Source: an optimization exercise on an open RTL-to-GDS flow (aim: small area, a short achievable clock period and few clock cycles). Production flows keep margins and buffers that such runs may drop. Function was checked by simulation only, so behaviour that the tests miss may differ from the original.

--- flow/flow/run.sh ---
#!/bin/bash
# Own layout flow: the standard layout (standard.sh, standard synthesis
# unchanged) with its timing repair steps aiming at an 8 ns setup target
# (SETUP_SLACK_MARGIN 10 on the design's 18 ns clock) and drive-2 port
# buffers. The clock period and the constraints are the design's.
set -euo pipefail
export SETUP_SLACK_MARGIN=10
export TNS_END_PERCENT=100
export BUFFER_PORTS_ARGS="-buffer_cell sky130_fd_sc_hd__buf_2"
bash standard.sh > standard.log 2>&1
--- flow/constraint.sdc ---
create_clock -name core_clock -period 18.0 [get_ports {clk}]
set_input_delay 3.6000 -clock core_clock [delete_from_list [all_inputs] [get_ports {clk}]]
set_output_delay 3.6000 -clock core_clock [all_outputs]
set_load 0.01 [all_outputs]
--- flow/design.v ---
module qdpa (
    input  wire        clk,
    input  wire        rst_n,
    input  wire        host_we,
    input  wire [3:0]  host_addr,      
    input  wire [31:0] host_wdata,
    output reg  [31:0] host_rdata,
    output wire        busy,
    output wire        irq,
    output wire        mem_req,
    output wire [29:0] mem_addr,       
    input  wire        mem_ack,
    input  wire [31:0] mem_rdata,
    input  wire        mem_err
);
    localparam [31:0] ID_VAL  = 32'h51445041;
    localparam [31:0] VER_VAL = 32'h00010000;
    localparam [3:0] A_ID = 4'h0, A_VER = 4'h1, A_CTRL = 4'h2, A_STATUS = 4'h3,
                     A_CMD = 4'h4, A_N = 4'h5, A_WADDR = 4'h6, A_AADDR = 4'h7,
                     A_RESULT = 4'h8;
    localparam [3:0] E_NONE = 4'd0, E_ILLEGAL = 4'd1, E_BADLEN = 4'd2,
                     E_RANGE = 4'd3, E_BUS = 4'd4;
    localparam [1:0] M_PAIR2 = 2'd0, M_QUAD4 = 2'd1, M_SEQ = 2'd2;
    reg        ie;
    reg        st_busy, st_done, st_err, st_ign;
    reg [3:0]  st_code;
    reg [31:0] r_n, r_waddr, r_aaddr, r_result;
    assign busy = st_busy;
    assign irq  = ie & (st_done | st_err);
    always @(*) begin
        case (host_addr)
            A_ID:     host_rdata = ID_VAL;
            A_VER:    host_rdata = VER_VAL;
            A_CTRL:   host_rdata = {31'd0, ie};
            A_STATUS: host_rdata = {20'd0, st_code, 4'd0, st_ign, st_err, st_done, st_busy};
            A_N:      host_rdata = r_n;
            A_WADDR:  host_rdata = r_waddr;
            A_AADDR:  host_rdata = r_aaddr;
            A_RESULT: host_rdata = r_result;
            default:  host_rdata = 32'd0;
        endcase
    end
    wire [31:0] cmd   = host_wdata;
    wire [3:0]  c_op  = cmd[3:0];
    wire [1:0]  c_md  = cmd[5:4];
    wire        c_rsv = |cmd[15:6];
    wire        c_imm = |cmd[31:16];
    wire is_nop  = !c_rsv && c_op == 4'h0 && c_md == 2'd0 && !c_imm;
    wire is_dot  = !c_rsv && c_op == 4'h1 && c_md != 2'd3 && !c_imm;
    wire is_isum = !c_rsv && c_op == 4'h2 && c_md == 2'd0 && !c_imm;
    wire is_cvth = !c_rsv && c_op == 4'h3 && c_md == 2'd0;
    wire is_nibd = !c_rsv && c_op == 4'h4 && c_md == 2'd0 && cmd[31:24] == 8'd0;
    wire is_clr  = !c_rsv && c_op == 4'h5 && c_md == 2'd0 && !c_imm;
    wire [26:0] n_blocks  = r_n[31:5];
    wire        bad_len   = (r_n == 32'd0) || (r_n[4:0] != 5'd0);
    function rng34(input [34:0] x, input [34:0] y, input [34:0] z);
        reg [34:0] s1, c1, s2, c2;
        reg        cy;
        integer    i;
        begin
            s1 = x ^ y ^ z;
            c1 = {(x[33:0] & y[33:0]) | (x[33:0] & z[33:0]) | (y[33:0] & z[33:0]), 1'b0};
            s2 = s1 ^ c1 ^ 35'h2FFFFFFFF;
            c2 = {(s1[33:0] & c1[33:0]) | ((s1[33:0] | c1[33:0]) & 34'h2FFFFFFFF), 1'b0};
            cy = 1'b0;
            for (i = 0; i < 34; i = i + 1)
                cy = (s2[i] & c2[i]) | ((s2[i] | c2[i]) & cy);
            rng34 = s2[34] ^ c2[34] ^ cy;
        end
    endfunction
    wire range_dot = rng34({3'd0, r_waddr}, {4'd0, n_blocks, 4'd0}, {7'd0, n_blocks, 1'b0}) ||
                     rng34({3'd0, r_aaddr}, {3'd0, n_blocks, 5'd0}, {7'd0, n_blocks, 1'b0});
    wire range_one = (r_waddr > 32'hFFFFFFEE) || (r_aaddr > 32'hFFFFFFDE);
    wire [15:0] h   = cmd[31:16];
    reg  [31:0] cvth_val;
    reg  [3:0]  cv_p;
    wire [22:0] cv_sub = {h[9:0], 13'd0} << (4'd10 - cv_p);
    integer k;
    always @(*) begin
        cv_p = 4'd0;
        for (k = 0; k < 10; k = k + 1)
            if (h[k]) cv_p = k[3:0];
        if (h[14:10] == 5'd0 && h[9:0] == 10'd0)
            cvth_val = {h[15], 31'd0};
        else if (h[14:10] == 5'd0)
            cvth_val = {h[15], {4'd0, cv_p} + 8'd103, cv_sub};
        else if (h[14:10] != 5'd31)
            cvth_val = {h[15], {3'd0, h[14:10]} + 8'd112, h[9:0], 13'd0};
        else if (h[9:0] == 10'd0)
            cvth_val = {h[15], 8'hFF, 23'd0};
        else
            cvth_val = {h[15], 8'hFF, 1'b1, h[8:0], 13'd0};
    end
    wire [7:0]  nb_b     = cmd[23:16];
    wire [15:0] nib_lo   = {12'd0, nb_b[3:0]} - 16'd8;
    wire [15:0] nib_hi   = {12'd0, nb_b[7:4]} - 16'd8;
    wire cmd_wr = host_we && host_addr == A_CMD && !st_busy;
    wire go     = rst_n && cmd_wr &&
                  ((is_dot && !bad_len && !range_dot) || (is_isum && !range_one));
    reg        e_isum;
    reg [1:0]  e_mode;
    reg        f_run;           
    reg        f_ph;            
    reg [29:0] ptr_w, ptr_a;
    reg [5:0]  pos_w, pos_a;    
    reg [7:0]  l_w, l_a;        
    reg [26:0] f_rem;           
    reg [1:0]  f_k;             
    reg        f_b0;            
    reg        u_v, u_a;
    reg [5:0]  u_q;
    reg [31:0] u_d;
    reg [4:0]  u_tag;
    reg        u_b0;
    reg [15:0] qp0, qp1, qp2, qp3, qp4, qp5, qp6, qp7;
    reg [15:0] wcur, acur, pend_w, pend_a;
    reg        sc_pend;         
    reg [17:0] isum_s, isum_c;   
    wire signed [17:0] isum = isum_s + isum_c;
    reg        is_v;
    reg [4:0]  is_tag;
    reg [31:0] s0, s1, s2, s3;
    reg        q_act;
    reg [1:0]  q_step;
    reg [4:0]  q_tag;
    wire       f_ok     = f_ph ? !is_v : !sc_pend;
    assign     mem_req  = f_run && f_ok;
    assign     mem_addr = f_ph ? ptr_a : ptr_w;
    wire       ack      = mem_req && mem_ack;
    wire [5:0] f_pos    = f_ph ? pos_a : pos_w;
    wire       odd_o    = f_ph ? r_aaddr[0] : r_waddr[0];
    wire [7:0] f_l      = f_ph ? l_a : l_w;
    wire [31:0] unit_in = odd_o ? {mem_rdata[23:0], f_l} : mem_rdata;
    wire [29:0] addr_inc = mem_addr + 30'd1;
    wire       f_last   = f_ph ? ($signed(f_pos) >= 6'sd15) : ($signed(f_pos) >= 6'sd7);
    wire [2:0] f_rs     = (f_rem[26:3] != 24'd0) ? 3'd7 : f_rem[2:0];
    reg  [26:0] f_rem_dec;
    reg         f_bw;
    integer j;
    always @(*) begin
        f_bw = 1'b1;
        for (j = 0; j < 27; j = j + 1) begin
            f_rem_dec[j] = f_rem[j] ^ f_bw;
            f_bw = f_bw & ~f_rem[j];
        end
    end
    function [5:0] pos0(input [1:0] o);
        pos0 = (o == 2'd0) ? 6'd0 : (o == 2'd3) ? 6'h3E : 6'h3F;
    endfunction
    wire signed [5:0] uq = u_q;
    wire [15:0] h0 = u_d[15:0];
    wire [15:0] h1 = u_d[31:16];
    wire w_u = u_v && !u_a;
    wire a_u = u_v && u_a;
    wire l0 = u_a ? (uq >= 6'sd1) : (uq >= 6'sd1 && uq <= 6'sd8);
    wire l1 = u_a ? (uq >= 6'sd0 && uq <= 6'sd15) : (uq >= 6'sd0 && uq <= 6'sd7);
    wire sh1 = u_v && (l0 ^ l1);
    wire sh2 = u_v && l0 && l1;
    wire [15:0] x1 = u_a ? qp0 : (l0 ? h0 : h1);
    wire [15:0] x2 = u_a ? qp1 : h1;
    wire [15:0] wt0 = qp0;
    wire [15:0] wt1 = l0 ? qp1 : qp0;
    wire        hi0 = uq >= 6'sd9;
    wire        hi1 = uq >= 6'sd8;
    wire [3:0]  n00 = hi0 ? wt0[7:4]  : wt0[3:0];
    wire [3:0]  n01 = hi0 ? wt0[15:12] : wt0[11:8];
    wire [3:0]  n10 = hi1 ? wt1[7:4]  : wt1[3:0];
    wire [3:0]  n11 = hi1 ? wt1[15:12] : wt1[11:8];
    wire [7:0] a00 = l0 ? h0[7:0]  : 8'd0;
    wire [7:0] a01 = l0 ? h0[15:8] : 8'd0;
    wire [7:0] a10 = l1 ? h1[7:0]  : 8'd0;
    wire [7:0] a11 = l1 ? h1[15:8] : 8'd0;
    function [71:0] bw(input [3:0] n, input [7:0] a);
        reg [7:0] r0, r1, r2, r3;
        begin
            r0 = {~(n[0] & a[7]), {7{n[0]}} & a[6:0]};
            r1 = {~(n[1] & a[7]), {7{n[1]}} & a[6:0]};
            r2 = {~(n[2] & a[7]), {7{n[2]}} & a[6:0]};
            r3 = {~n[3] & a[7], ~({7{~n[3]}} & a[6:0])};
            bw = {{7'd0, r3, 3'b0}, {8'd0, r2, 2'b0}, {9'd0, r1, 1'b0}, {10'd0, r0}};
        end
    endfunction
    function [35:0] csa(input [17:0] x, input [17:0] y, input [17:0] z);
        csa = {((x & y) | (x & z) | (y & z)) << 1, x ^ y ^ z};
    endfunction
    wire [71:0] b00 = bw(n00, a00);
    wire [71:0] b01 = bw(n01, a01);
    wire [71:0] b10 = bw(n10, a10);
    wire [71:0] b11 = bw(n11, a11);
    wire        fresh = (uq <= 6'sd1);
    wire [17:0] bs = fresh ? 18'd0 : isum_s;
    wire [17:0] bc = fresh ? 18'd0 : isum_c;
    wire [35:0] t1a = csa(b00[17:0],  b00[35:18], b00[53:36]);
    wire [35:0] t1b = csa(b00[71:54], b01[17:0],  b01[35:18]);
    wire [35:0] t1c = csa(b01[53:36], b01[71:54], b10[17:0]);
    wire [35:0] t1d = csa(b10[35:18], b10[53:36], b10[71:54]);
    wire [35:0] t1e = csa(b11[17:0],  b11[35:18], b11[53:36]);
    wire [35:0] t1f = csa(b11[71:54], 18'd254496, bs);
    wire [35:0] t2a = csa(t1a[17:0], t1a[35:18], t1b[17:0]);
    wire [35:0] t2b = csa(t1b[35:18], t1c[17:0], t1c[35:18]);
    wire [35:0] t2c = csa(t1d[17:0], t1d[35:18], t1e[17:0]);
    wire [35:0] t2d = csa(t1e[35:18], t1f[17:0], t1f[35:18]);
    wire [35:0] t3a = csa(t2a[17:0], t2a[35:18], t2b[17:0]);
    wire [35:0] t3b = csa(t2b[35:18], t2c[17:0], t2c[35:18]);
    wire [35:0] t3c = csa(t2d[17:0], t2d[35:18], bc);
    wire [35:0] t4a = csa(t3a[17:0], t3a[35:18], t3b[17:0]);
    wire [35:0] t4b = csa(t3b[35:18], t3c[17:0], t3c[35:18]);
    wire [35:0] t5  = csa(t4a[17:0], t4a[35:18], t4b[17:0]);
    wire [35:0] t6  = csa(t5[17:0], t5[35:18], t4b[35:18]);
    wire        c_v;
    wire [37:0] c_acc;
    wire [7:0]  c_ex;
    wire [3:0]  c_fl;
    wire [4:0]  c_tag;
    wire        sc_take, is_take, c_take;
    wire        fu_idle, fu_done;
    wire [31:0] fa_r;
    reg         o_fin;
    wire        fin_dot  = fu_done && o_fin;
    wire        fin_isum = is_v && e_isum;
    wire        abort    = ack && mem_err;
    wire        clr      = !rst_n || abort || fin_dot || fin_isum;
    qdpa_contrib u_contrib (
        .clk(clk), .clr(clr),
        .sc_v(sc_pend), .hw(wcur), .ha(acur), .sc_take(sc_take),
        .is_v(is_v && !e_isum), .isum(isum), .is_tag(is_tag), .is_take(is_take),
        .p_take(c_take), .p_v(c_v), .p_acc(c_acc), .p_ex(c_ex), .p_fl(c_fl), .p_tag(c_tag)
    );
    wire [4:0] ev   = q_act ? q_tag : c_tag;
    wire [1:0] stp  = q_act ? q_step + 2'd1 : 2'd0;
    wire [1:0] kmod = ev[4:3];
    wire [2:0] rs   = ev[2:0];
    wire [1:0] nbm  = r_n[6:5];
    wire       nbo  = r_n[5];
    wire single = (e_mode != M_SEQ) && rs == 3'd1 && nbo;
    wire inrem  = (rs <= {1'b0, nbm});
    wire qp0e   = inrem && nbm[1] && rs == {1'b0, nbm};
    wire qp1e   = inrem && nbm[1] && rs == {1'b0, nbm} - 3'd1 && !single;
    wire rfin   = rs == 3'd1;
    reg [2:0] d_a;      
    reg [1:0] d_b;      
    reg [1:0] d_d;
    reg       d_last, d_fin;
    reg [2:0] o_a;
    reg [1:0] o_b, o_d;
    reg       o_last;
    always @(*) begin
        d_a = 3'd0; d_b = 2'd1; d_d = 2'd0; d_last = 1'b1; d_fin = 1'b0;
        if (e_mode == M_SEQ || single) begin
            d_fin = rfin;
        end else if (e_mode == M_PAIR2) begin
            if (kmod[0]) begin
                if (stp == 2'd0) begin
                    d_a = 3'd1; d_d = 2'd1; d_last = !(rs <= 3'd2);
                end else begin
                    d_b = 2'd1; d_fin = rfin;
                end
            end
        end else if (qp0e) begin
            d_a = 3'd4; d_d = 2'd1;
        end else if (qp1e) begin
            case (stp)
                2'd0: begin d_a = 3'd4; d_d = 2'd2; d_last = 1'b0; end
                2'd1: begin d_a = 3'd1; d_b = 2'd2; d_d = 2'd1; d_last = 1'b0; end
                default: begin d_b = 2'd1; d_fin = rfin; end
            endcase
        end else if (kmod == 2'd1) begin
            if (stp == 2'd0) begin
                d_a = 3'd1; d_d = 2'd1; d_last = !(rs <= 3'd6);
            end else begin
                d_b = 2'd1;
            end
        end else if (kmod == 2'd3) begin
            case (stp)
                2'd0: begin d_a = 3'd3; d_d = 2'd3; d_last = !(rs <= 3'd4); end
                2'd1: begin d_a = 3'd2; d_b = 2'd3; d_d = 2'd2; d_last = 1'b0; end
                default: begin d_b = 2'd2; d_fin = rfin; end
            endcase
        end else begin
            d_a = {1'b0, kmod}; d_d = kmod;
        end
    end
    reg [31:0] op_a, op_b;
    always @(*) begin
        case (o_a)
            3'd0: op_a = s0;
            3'd1: op_a = s1;
            3'd2: op_a = s2;
            3'd3: op_a = s3;
            default: op_a = 32'd0;
        endcase
        case (o_b)
            2'd2: op_b = s2;
            2'd3: op_b = s3;
            default: op_b = s1;
        endcase
    end
    wire go_p   = fu_idle && !q_act && c_v;
    wire go_add = fu_idle && q_act;
    assign c_take = go_p;
    qdpa_fadd32 u_fu (
        .clk(clk), .clr(clr), .go_add(go_add), .go_p(go_p),
        .a(op_a), .b(op_b), .pacc(c_acc), .pex(c_ex), .pfl(c_fl),
        .idle(fu_idle), .done(fu_done), .r(fa_r)
    );
    always @(posedge clk) begin
        u_v   <= ack;
        u_a   <= f_ph;
        u_q   <= f_pos;
        u_d   <= unit_in;
        u_tag <= {f_k, f_rs};
        u_b0  <= f_b0;
        if (ack) begin
            if (f_ph) begin
                ptr_a <= addr_inc;
                l_a   <= mem_rdata[31:24];
                if (f_last) begin
                    pos_a <= f_pos - 6'd15;
                    f_rem <= f_rem_dec;
                    f_k   <= f_k + 2'd1;
                    f_ph  <= 1'b0;
                    f_b0  <= 1'b0;
                    if (f_rem == 27'd1) f_run <= 1'b0;
                end else begin
                    pos_a <= f_pos + 6'd2;
                end
            end else begin
                ptr_w <= addr_inc;
                l_w   <= mem_rdata[31:24];
                if (f_last) begin
                    pos_w <= f_pos - 6'd7;
                    f_ph  <= 1'b1;
                end else begin
                    pos_w <= f_pos + 6'd2;
                end
            end
        end
        if (sh1) begin
            qp0 <= qp1; qp1 <= qp2; qp2 <= qp3; qp3 <= qp4;
            qp4 <= qp5; qp5 <= qp6; qp6 <= qp7; qp7 <= x1;
        end else if (sh2) begin
            qp0 <= qp2; qp1 <= qp3; qp2 <= qp4; qp3 <= qp5;
            qp4 <= qp6; qp5 <= qp7; qp6 <= x1; qp7 <= x2;
        end
        if (w_u) begin
            if (uq == -6'sd1) wcur <= h1;
            if (uq == 6'sd0)  wcur <= h0;
            if (uq == 6'sd1 && !u_b0) wcur <= pend_w;
            if (uq == 6'sd8)  pend_w <= h1;
        end
        if (a_u) begin
            if (uq == -6'sd1) acur <= h1;
            if (uq == 6'sd0)  acur <= h0;
            if (uq == 6'sd1 && !u_b0) acur <= pend_a;
            if (uq == 6'sd16) pend_a <= h1;
            if (uq == -6'sd1 || uq == 6'sd0 || (uq == 6'sd1 && !u_b0)) sc_pend <= 1'b1;
            isum_s <= t6[17:0];
            isum_c <= t6[35:18];
            if (uq >= 6'sd15) begin
                is_v   <= 1'b1;
                is_tag <= u_tag;
            end
        end
        if (sc_take) sc_pend <= 1'b0;
        if (is_take) is_v <= 1'b0;
        if (go_p || (fu_done && !o_last)) begin
            o_a    <= d_a;
            o_b    <= d_b;
            o_d    <= d_d;
            o_last <= d_last;
            o_fin  <= d_fin;
        end
        if (go_p) begin
            q_act  <= 1'b1;
            q_tag  <= c_tag;
            q_step <= 2'd0;
        end
        if (fu_done) begin
            case (o_d)
                2'd0: s0 <= fa_r;
                2'd1: s1 <= fa_r;
                2'd2: s2 <= fa_r;
                default: s3 <= fa_r;
            endcase
            q_act  <= !o_last;
            q_step <= q_step + 2'd1;
        end
        if (clr) begin
            f_run   <= 1'b0;
            u_v     <= 1'b0;
            is_v    <= 1'b0;
            sc_pend <= 1'b0;
            q_act   <= 1'b0;
        end
        if (go) f_run <= 1'b1;
        if (cmd_wr) begin
            f_ph   <= 1'b0;
            ptr_w  <= r_waddr[31:2];
            ptr_a  <= r_aaddr[31:2];
            pos_w  <= pos0(r_waddr[1:0]);
            pos_a  <= pos0(r_aaddr[1:0]);
            f_rem  <= (c_op[1]) ? 27'd1 : n_blocks;
            f_k    <= 2'd0;
            f_b0   <= 1'b1;
            e_isum <= c_op[1];
            e_mode <= c_op[1] ? M_SEQ : c_md;
            s0 <= 32'd0; s1 <= 32'd0; s2 <= 32'd0; s3 <= 32'd0;
        end
    end
    always @(posedge clk) begin
        if (!rst_n) begin
            ie       <= 1'b0;
            st_busy  <= 1'b0;
            st_done  <= 1'b0;
            st_err   <= 1'b0;
            st_ign   <= 1'b0;
            st_code  <= E_NONE;
            r_n      <= 32'd0;
            r_waddr  <= 32'd0;
            r_aaddr  <= 32'd0;
            r_result <= 32'd0;
        end else begin
            if (host_we) begin
                case (host_addr)
                    A_CTRL: ie <= host_wdata[0];
                    A_STATUS: begin
                        if (host_wdata[1]) st_done <= 1'b0;
                        if (host_wdata[2]) begin st_err <= 1'b0; st_code <= E_NONE; end
                        if (host_wdata[3]) st_ign <= 1'b0;
                    end
                    A_CMD, A_N, A_WADDR, A_AADDR: begin
                        if (st_busy) begin
                            st_ign <= 1'b1;
                        end else begin
                            case (host_addr)
                                A_N:     r_n     <= host_wdata;
                                A_WADDR: r_waddr <= host_wdata;
                                A_AADDR: r_aaddr <= host_wdata;
                                default: begin
                                    st_done <= 1'b0;
                                    st_err  <= 1'b0;
                                    st_code <= E_NONE;
                                    if (is_nop) begin
                                        st_done <= 1'b1;
                                    end else if (is_clr) begin
                                        st_ign   <= 1'b0;
                                        r_result <= 32'd0;
                                        st_done  <= 1'b1;
                                    end else if (is_cvth) begin
                                        r_result <= cvth_val;
                                        st_done  <= 1'b1;
                                    end else if (is_nibd) begin
                                        r_result <= {nib_hi, nib_lo};
                                        st_done  <= 1'b1;
                                    end else if (is_dot) begin
                                        if (bad_len) begin
                                            st_err <= 1'b1; st_code <= E_BADLEN;
                                        end else if (range_dot) begin
                                            st_err <= 1'b1; st_code <= E_RANGE;
                                        end else begin
                                            st_busy <= 1'b1;
                                        end
                                    end else if (is_isum) begin
                                        if (range_one) begin
                                            st_err <= 1'b1; st_code <= E_RANGE;
                                        end else begin
                                            st_busy <= 1'b1;
                                        end
                                    end else begin
                                        st_err <= 1'b1; st_code <= E_ILLEGAL;
                                    end
                                end
                            endcase
                        end
                    end
                    default: ;
                endcase
            end
            if (st_busy) begin
                if (abort) begin
                    st_busy <= 1'b0;
                    st_err  <= 1'b1;
                    st_code <= E_BUS;
                end else if (fin_isum) begin
                    st_busy  <= 1'b0;
                    st_done  <= 1'b1;
                    r_result <= {{14{isum[17]}}, isum};
                end else if (fin_dot) begin
                    st_busy  <= 1'b0;
                    st_done  <= 1'b1;
                    r_result <= fa_r;
                end
            end
        end
    end
endmodule
module qdpa_contrib (
    input  wire        clk,
    input  wire        clr,           
    input  wire        sc_v,
    input  wire [15:0] hw,
    input  wire [15:0] ha,
    output wire        sc_take,
    input  wire        is_v,
    input  wire signed [17:0] isum,
    input  wire [4:0]  is_tag,
    output wire        is_take,
    input  wire        p_take,
    output wire        p_v,
    output wire [37:0] p_acc,
    output wire [7:0]  p_ex,
    output wire [3:0]  p_fl,       
    output wire [4:0]  p_tag
);
    localparam [31:0] CANON_NAN = 32'h7FC00000;
    localparam [2:0] C_IDLE = 3'd0, C_S = 3'd1, C_SW = 3'd2, C_P = 3'd3,
                     C_N = 3'd4, C_O = 3'd5;
    reg [2:0]  st;
    reg [1:0]  cnt;
    reg [21:0] m;         
    reg [37:0] acc;
    reg [15:0] q;         
    reg [7:0]  ex;
    reg        f_nan, f_inf, f_zero, f_ssa;
    reg        p_sgn, p_izero;
    reg [4:0]  tag;
    wire [4:0] ew = hw[14:10];
    wire [4:0] ea = ha[14:10];
    wire [9:0] mw = hw[9:0];
    wire [9:0] ma = ha[9:0];
    wire w_nan  = (ew == 5'd31) && (mw != 10'd0);
    wire a_nan  = (ea == 5'd31) && (ma != 10'd0);
    wire w_inf  = (ew == 5'd31) && (mw == 10'd0);
    wire a_inf  = (ea == 5'd31) && (ma == 10'd0);
    wire w_zero = (ew == 5'd0) && (mw == 10'd0);
    wire a_zero = (ea == 5'd0) && (ma == 10'd0);
    wire [4:0] xw = (ew == 5'd0) ? 5'd1 : ew;
    wire [4:0] xa = (ea == 5'd0) ? 5'd1 : ea;
    wire [11:0] siga = {1'b0, ea != 5'd0, ma};
    assign sc_take = (st == C_IDLE) && sc_v;
    assign is_take = (st == C_SW) && is_v;
    reg [3:0] dig;
    always @(*) begin
        if (st == C_S)
            case (cnt)
                2'd0: dig = siga[11:8];
                2'd1: dig = siga[7:4];
                default: dig = siga[3:0];
            endcase
        else
            dig = q[15:12];
    end
    wire [25:0] pm   = m * dig;
    wire [37:0] step = {acc[33:0], 4'd0} + {12'd0, pm};
    wire [17:0] mag = isum[17] ? -isum : isum;
    wire sgn  = p_sgn ^ f_ssa;
    wire spec = f_nan || f_inf || f_zero || p_izero;
    assign p_v   = (st == C_O);
    assign p_acc = acc;
    assign p_ex  = ex;
    assign p_fl  = {f_nan || (f_inf && p_izero), f_inf && !p_izero, f_zero || p_izero, sgn};
    assign p_tag = tag;
    always @(posedge clk) begin
        if (clr) begin
            st  <= C_IDLE;
        end else begin
            case (st)
                C_IDLE: if (sc_v) begin
                    m      <= {11'd0, ew != 5'd0, mw};
                    acc    <= 38'd0;
                    cnt    <= 2'd0;
                    ex     <= 8'd113 + {3'd0, xw} + {3'd0, xa};
                    f_nan  <= w_nan || a_nan || (w_inf && a_zero) || (a_inf && w_zero);
                    f_inf  <= w_inf || a_inf;
                    f_zero <= w_zero || a_zero;
                    f_ssa  <= hw[15] ^ ha[15];
                    st     <= C_S;
                end
                C_S: begin
                    acc <= step;
                    cnt <= cnt + 2'd1;
                    if (cnt == 2'd2) begin
                        m  <= step[21:0];
                        st <= C_SW;
                    end
                end
                C_SW: if (is_v) begin
                    q       <= mag[15:0];
                    p_sgn   <= isum[17];
                    p_izero <= (isum == 18'sd0);
                    tag     <= is_tag;
                    acc     <= 38'd0;
                    cnt     <= 2'd0;
                    st      <= C_P;
                end
                C_P: begin
                    acc <= step;
                    q   <= {q[11:0], 4'd0};
                    cnt <= cnt + 2'd1;
                    if (cnt == 2'd3)
                        st <= (spec || step[37:36] != 2'd0) ? C_O : C_N;
                end
                C_N: begin
                    if (acc[37:34] == 4'd0) begin
                        acc <= {acc[33:0], 4'd0};
                        ex  <= ex - 8'd4;
                        if (acc[33:32] != 2'd0) st <= C_O;
                    end else begin
                        acc <= {acc[35:0], 2'd0};
                        ex  <= ex - 8'd2;
                        st  <= C_O;
                    end
                end
                default: if (p_take) st <= C_IDLE;
            endcase
        end
    end
endmodule
module qdpa_fadd32 (
    input  wire        clk,
    input  wire        clr,
    input  wire        go_add,      
    input  wire        go_p,        
    input  wire [31:0] a,           
    input  wire [31:0] b,
    input  wire [37:0] pacc,        
    input  wire [7:0]  pex,         
    input  wire [3:0]  pfl,         
    output wire        idle,
    output wire        done,
    output reg  [31:0] r
);
    localparam [31:0] CANON_NAN = 32'h7FC00000;
    localparam [2:0] F_IDLE = 3'd0, F_AD = 3'd2, F_NO = 3'd3, F_RO = 3'd4, F_S2 = 3'd5;
    reg [2:0]  st;
    reg        fused;
    reg [27:0] x;
    reg [26:0] y;
    reg [8:0]  e;
    reg [7:0]  xs;
    reg        f_nan, f_inf, f_isg, f_zsg, f_sbig, f_sub, f_zero;
    assign idle = (st == F_IDLE);
    assign done = (st == F_RO) && !fused;
    wire        sub_e = f_sub && (st == F_AD);
    wire [27:0] sum   = x + ({1'b0, y} ^ {28{sub_e}}) + {27'd0, sub_e};
    wire [24:0] mr   = sum[27:3];
    wire [23:0] mfin = mr[24] ? mr[24:1] : mr[23:0];
    wire [8:0]  xfin = mr[24] ? e + 9'd1 : e;
    wire [7:0]  efld = mfin[23] ? xfin[7:0] : 8'd0;
    always @(*) begin
        if (f_nan)
            r = CANON_NAN;
        else if (f_inf)
            r = {f_isg, 8'hFF, 23'd0};
        else if (f_zero)
            r = {f_zsg, 31'd0};
        else if (xfin >= 9'd255)
            r = {f_sbig, 8'hFF, 23'd0};
        else
            r = {f_sbig, efld, mfin[22:0]};
    end
    wire [31:0] bb = (st == F_S2) ? {f_sbig, xs, y[22:0]} : b;
    wire        sa = a[31];
    wire        sb = bb[31];
    wire [7:0]  ea = a[30:23];
    wire [7:0]  eb = bb[30:23];
    wire [22:0] fa = a[22:0];
    wire [22:0] fb = bb[22:0];
    wire a_max = (ea == 8'hFF);
    wire b_max = (eb == 8'hFF);
    wire a_fz  = (fa == 23'd0);
    wire b_fz  = (fb == 23'd0);
    wire a_inf = a_max && a_fz;
    wire b_inf = b_max && b_fz;
    wire s_nan = (a_max && !a_fz) || (b_max && !b_fz) || (a_inf && b_inf && (sa != sb));
    wire s_inf = a_inf || b_inf;
    wire s_isg = a_inf ? sa : sb;
    wire        ha = ea != 8'd0;
    wire        hb = eb != 8'd0;
    wire [7:0]  xa = {ea[7:1], ea[0] | !ha};
    wire [7:0]  xb = {eb[7:1], eb[0] | !hb};
    wire        a_big = {xa, ha, fa} >= {xb, hb, fb};
    wire [8:0]  dab   = {1'b0, xa} - {1'b0, xb};
    wire [8:0]  dba   = {1'b0, xb} - {1'b0, xa};
    wire [7:0]  d     = a_big ? dab[7:0] : dba[7:0];
    wire        far   = d >= 8'd27;
    wire [26:0] msml  = {a_big ? {hb, fb} : {ha, fa}, 3'b000};
    reg [4:0]  lz;
    integer i;
    always @(*) begin
        lz = 5'd0;
        for (i = 0; i <= 26; i = i + 1)
            if (x[i]) lz = 5'd26 - i[4:0];
    end
    wire        lz_ok = {4'd0, lz} < e;
    wire [4:0]  sh    = lz_ok ? lz : (e[4:0] - 5'd1);
    function [26:0] rev27(input [26:0] v);
        integer k;
        for (k = 0; k < 27; k = k + 1) rev27[k] = v[26 - k];
    endfunction
    wire        in_al  = (st != F_NO);
    wire [26:0] sh_in  = in_al ? msml : rev27(x[26:0]);
    wire [4:0]  amt    = in_al ? d[4:0] : sh;
    wire [26:0] sh_out = sh_in >> amt;
    wire [26:0] msk    = ~({27{1'b1}} << d[4:0]);
    wire        stk    = |(msml & msk);
    wire [26:0] nl     = rev27(sh_out);
    wire [26:0] nrm    = x[27] ? {x[27:2], x[1] | x[0]} : nl;
    wire        rup    = nrm[2] & (nrm[1] | nrm[0] | nrm[3]);
    wire [26:0] nrf    = sum[27] ? {sum[27:2], sum[1] | sum[0]} : sum[26:0];
    wire        rupf   = nrf[2] & (nrf[1] | nrf[0] | nrf[3]);
    wire [26:0] pn   = pacc[37] ? {pacc[37:12], |pacc[11:0]} : {pacc[36:11], |pacc[10:0]};
    wire        prup = pn[2] & (pn[1] | pn[0] | pn[3]);
    wire start = go_add || (st == F_S2);
    always @(posedge clk) begin
        if (clr) begin
            st <= F_IDLE;
        end else begin
            if (start) begin
                x      <= {1'b0, a_big ? {ha, fa} : {hb, fb}, 3'b000};
                y      <= far ? {26'd0, |msml} : {sh_out[26:1], sh_out[0] | stk};
                e      <= {1'b0, a_big ? xa : xb};
                f_sbig <= a_big ? sa : sb;
                f_sub  <= sa != sb;
                f_nan  <= s_nan;
                f_inf  <= s_inf;
                f_isg  <= s_isg;
                f_zsg  <= sa & sb;
                fused  <= 1'b0;
                st     <= F_AD;
            end else if (go_p) begin
                x      <= {1'b0, pn};
                y      <= {23'd0, prup, 3'b000};
                e      <= {1'b0, pex} + {8'd0, pacc[37]};
                f_sbig <= pfl[0];
                f_nan  <= pfl[3];
                f_inf  <= pfl[2];
                f_zero <= pfl[1];
                f_isg  <= pfl[0];
                f_zsg  <= pfl[0];
                fused  <= 1'b1;
                st     <= F_RO;
            end else begin
                case (st)
                    F_AD: begin
                        f_zero <= (sum == 28'd0);
                        if (sum[27] || sum[26]) begin
                            x  <= {1'b0, nrf};
                            y  <= {23'd0, rupf, 3'b000};
                            e  <= e + {8'd0, sum[27]};
                            st <= F_RO;
                        end else begin
                            x  <= sum;
                            st <= F_NO;
                        end
                    end
                    F_NO: begin
                        x  <= {1'b0, nrm};
                        y  <= {23'd0, rup, 3'b000};
                        e  <= x[27] ? e + 9'd1 : (lz_ok ? e - {4'd0, lz} : 9'd1);
                        st <= F_RO;
                    end
                    F_RO: begin
                        if (fused) begin
                            f_sbig  <= r[31];
                            xs      <= r[30:23];
                            y[22:0] <= r[22:0];
                            st      <= F_S2;
                        end else begin
                            st <= F_IDLE;
                        end
                    end
                    default: ;
                endcase
            end
        end
    end
endmodule
--- flow/standard.sh ---
#!/bin/bash
# synth_recipe.tcl (not shown) runs the flow's synth.tcl, then flattens the netlist and writes it again
# the make line also repeats each setting of config.mk as NAME=value (left out here)
make -C /OpenROAD-flow-scripts/flow DESIGN_CONFIG=/design/flow/config.mk WORK_HOME=/design/flow/orfs CLKGATE_MAP_FILE= SYNTH_SCRIPT=/design/flow/synth_recipe.tcl "${@:-finish}"
--- flow/config.mk ---
export PLATFORM = sky130hd
export DESIGN_NAME = qdpa
export DESIGN_NICKNAME = qdpa
export VERILOG_FILES = /design/flow/design.v
export SDC_FILE = /design/flow/constraint.sdc
export NUM_CORES = 4
export LEC_CHECK = 0
export CAP_MARGIN = 20
export CORE_MARGIN = 2
export CORE_UTILIZATION = 55
export PLACE_DENSITY = 0.65
export SLEW_MARGIN = 20
==> impl_metrics.env <==
export IMPL_worstHoldEndpoint="u_b0$_DFF_P_"
export IMPL_drive_above_1_share_pct=9.40
export IMPL_grt_max_degree=111
export IMPL_syn_to_final_growth_pct=9.54
export IMPL_cts_tree="yes"
export IMPL_final_hold_violation_count=0
export IMPL_critPathBufInv=4
export IMPL_setup_viol=0
export IMPL_reg2reg_depth=21
export IMPL_clock_sinks=867
export IMPL_critical_path_class="input pin to output port"
export IMPL_synth_top_family_by_area="simple AND/OR/NAND/NOR gates"
export IMPL_swShare_pct=26.7
export IMPL_finClkSkew_ns=0.0342
export IMPL_crit_family="buffers and inverters"
export IMPL_clk_path_buf_depth=3
export IMPL_postRouteAntennaNets=0
export IMPL_cts_root_buf="clkbuf_16"
export IMPL_async_reset_ff_share_pct=0
export IMPL_holdCritStartpoint="f_b0$_SDFFE_PP1P_"
export IMPL_layout_cells_non_filler=8522
export IMPL_mostFrequentLayoutCell="nand2_1"
export IMPL_place_gp_congestion=1.07
export IMPL_p_int_mw=3.50
export IMPL_dp_cells=8314
export IMPL_row_count=123
export IMPL_whs_path_depth=0
export IMPL_relSlewSlack_pct=18.8
export IMPL_final_cell_mix="1,105 x nand2_1, 542 x edfxtp_1, 493 x inv_1"
export IMPL_p_comb_share_pct=11.9
export IMPL_htreeDepth=3
export IMPL_yosys_area_share_simple_pct=17.9
export IMPL_fin_crit_sh_pct=46.8
export IMPL_synth_seq_cells=867
export IMPL_viasPerCell=6.42
export IMPL_critPathMaxStageDelay_ns=0.28
export IMPL_io_pin_count=138
export IMPL_max_cap_viol_count=0
export IMPL_worst_slew_pin_slew_ns=1.21
export IMPL_routed_wl_um=219000
export IMPL_clkTransAtPathRegs_ns=0.07
export IMPL_grt_use_total_pct=36.9
export IMPL_nets=7563
export IMPL_hold_path_class="flop to flop"
export IMPL_synth_compound_area_share_pct=17.6
export IMPL_die_h_um=341
export IMPL_die_w_um=341
export IMPL_power_leakage_nw=27.7
export IMPL_yosysSeqAreaShare_pct=36.6
export IMPL_crit_slowest_cell="nor3b_4"
export IMPL_ctsHoldBuffers=0
export IMPL_synth_nets=7596
export IMPL_numCtsBuffers=95
export IMPL_regToRegSetupSlack_ns=10.36
export IMPL_ys_warn_count=3
export IMPL_io_buffer_count=137
export IMPL_grt_pass1_wl_um=327000
export IMPL_power_total_mw=4.77
export IMPL_grt_pass1_vias=51090
export IMPL_rsz0062_at_grt="true"
export IMPL_slew_violations=0
export IMPL_critPathRequiredTime_ns=14.40
export IMPL_worstPathCellList="buf_12 > nand2b_4 > nor3b_4 > buf_6 > clkbuf_16 > a22oi_2 > nand2_1 > buf_2"
export IMPL_insertion_delay_ns=0.70
export IMPL_r2r_start="u_fu.st[0]$_SDFFE_PP0P_"
export IMPL_start_util_pct=55.4
export IMPL_wl_per_cell_um=25.8
export IMPL_synthDistinctLibCells=96
export IMPL_setup_tns_ns=0
export IMPL_yosys_most_used_dff="edfxtp_1"
export IMPL_p_switching_mw=1.27
export IMPL_synth_edf_count=542
export IMPL_antenna_found_initial=5
export IMPL_drtIter0Drc=6370
export IMPL_grt_ovfl_total=0
export IMPL_synth_area_mm2=0.0623
export IMPL_fp_coreArea_mm2=0.112
export IMPL_start_kind="input pin"
export IMPL_path_max_fanout=7
export IMPL_cp_end_kind="output port"
export IMPL_syn_inst=6971
export IMPL_power_density_mw_per_mm2=69.9
export IMPL_vias=54685
export IMPL_yosys_area_share_adder_pct=14.1
export IMPL_peakVddDrop_mv=0.0769
export IMPL_crit_arrival_ns=4.83
export IMPL_startpoint="host_addr[3]"
export IMPL_fmax_ghz=0.119
export IMPL_drc=0
export IMPL_path_depth=8
export IMPL_worst_hold_slack_ns=0.337
export IMPL_dieArea_mm2=0.116
export IMPL_r2r_end="u_fu.x[26]$_DFFE_PP_"
export IMPL_syn_area_per_cell_um2=8.94
export IMPL_status="complete, no violations"
export IMPL_period_minus_slack_ns=8.43
export IMPL_synth_xor_area_share_pct=2.54
export IMPL_p_seq_share_pct=45.3
export IMPL_hpwl_um=160000
export IMPL_power_frac_clock_pct=42.8
export IMPL_synthMuxAreaShare_pct=5.72
export IMPL_first_pass_iters=10
[through the flow]
step | utilization, % | worst slack (ns) | cell area (um^2)
global route | 60.7 | 9.55 | 68300
finish | 60.7 | 9.57 | 68300
detailed placement | 57.3 | 9.15 | 64400
floorplan | - | 9.86 | 62400
CTS | 60.4 | 9.59 | 67900
global placement | 57.2 | 9.15 | 64400
[area by class of cell]
class | instances | area [um^2]
Antenna cell | 3 | 7.51
Sequential cell | 867 | 22800
Fill cell | 9925 | 44200
Timing Repair Buffer | 271 | 1960
Clock buffer | 134 | 2700
Tap cell | 1500 | 1880
Clock inverter | 44 | 503
Inverter | 495 | 1860
Multi-Input combinational cell | 5208 | 36600
[registers in the layout, summed over array words and instances (netlist names), 30 cells and up]
signal and flops:
ptr_a 30, ptr_w 30, r_aaddr 32, r_n 32, r_result 32, r_waddr 32, s0 32, s1 32
s2 32, s3 32, u_contrib.acc 38, u_d 32
[cell families (layout without fill, tap and decap cells)]
group / Yosys count / in the layout
other: 1 / 4
AO/OA/AOI/OAI: 1698 / 1698
multiplexers: 317 / 317
adder cells (fa/ha/maj): 557 / 557
AND/OR/NAND/NOR: 2454 / 2454
XOR/XNOR: 181 / 181
buffers and inverters: 896 / 944
flip-flops: 867 / 867
[synthesized netlist by cell type, drive strengths merged (36+ instances only)]
| master | instances | share of area, % |
|---|---|---|
| nand2 | 1116 | 6.7 |
| a21oi | 411 | 3.3 |
| and2 | 67 | 0.67 |
| nor2 | 470 | 2.8 |
| edfxtp | 542 | 26 |
| o22ai | 96 | 0.96 |
| nand4 | 55 | 0.55 |
| a22oi | 87 | 1.0 |
| xor2 | 93 | 1.3 |
| inv | 495 | 3.0 |
| nand2b | 53 | 0.53 |
| nand3b | 40 | 0.48 |
| xnor2 | 88 | 1.2 |
| nor2b | 81 | 0.81 |
| mux2 | 93 | 1.7 |
| a221oi | 36 | 0.52 |
| a211oi | 91 | 1.1 |
| and3 | 76 | 0.76 |
| dfxtp | 325 | 10 |
| nand3 | 216 | 1.7 |
| ha | 311 | 6.2 |
| mux2i | 203 | 3.3 |
| o21ai | 392 | 3.1 |
| clkbuf | 321 | 1.9 |
| o21a | 60 | 0.72 |
| nor4 | 53 | 0.53 |
| buf | 80 | 0.61 |
| fa | 241 | 7.7 |
| nor3 | 110 | 0.90 |
| a21o | 82 | 0.99 |
| a21boi | 109 | 1.3 |
| a31oi | 53 | 0.53 |
[power groups by stage]
stage          Sequential, mW  Clock, mW  Combinational (mW)
2_1_floorplan            2.18          0               0.367
3_3_place_gp             2.20          0               0.535
3_5_place_dp             2.20          0               0.539
4_1_cts                  2.16       2.06               0.546
5_1_grt                  2.16       2.13               0.607
6_report                 2.16       2.04               0.566
[per-layer routing]
metal	GRT usage, %	share of wire [%]	vias up
met5	0	0.016	-
met4	19.6	6.4	6
met3	6.36	9.8	586
met2	56.3	44	2853
met1	50.5	40	26499
li1	-	-	24741
[what timing repair did]
item                                   CTS  global route
buffers inserted                         9            13
gates cloned                             2             3
endpoints found under the hold margin    0             0
gates resized for setup                 39            30
setup endpoints to repair               37            90
pin swaps                               13            19
[worst max-delay path by stage]
stage,slack (ns),endpoint
finish,9.57,host_rdata[1]
global route,9.55,host_rdata[7]
CTS,9.59,host_rdata[28]
detailed placement,9.15,host_rdata[10]
global placement,9.15,host_rdata[10]
floorplan,9.86,host_rdata[14]
Testbench counts, summed over its fixed seeds: cycles 30,373.

==> afterwards: timing with drivers on the ports <==
The flow's constraints put no driver on any port. The routed layout listed below was extracted and timed again, unchanged, in two steps.
Step 1, drivers: a clkbuf_16 drives clk and a buf_2 each remaining input, both assumed.
Step 2 moves the port delays by t, midway between the first and last clock arrival at a register: inputs arrive t later, outputs are due t later. That takes back most of the time a late clock gives input paths.
Three values: ideal ports, drivers, drivers and shift; two values: the first two.
t (ns): 0.764
slack for setup (ns): 9.570 / 9.525 / 9.525
slew at the worst register clock pin (ns): 0.07 / 0.07
worst data-port slew with drivers (ns): 0.14
After both steps this run still meets setup and hold. For this run, drivers alone change the setup slack by -0.045 ns; drivers and shift together by -0.045 ns.
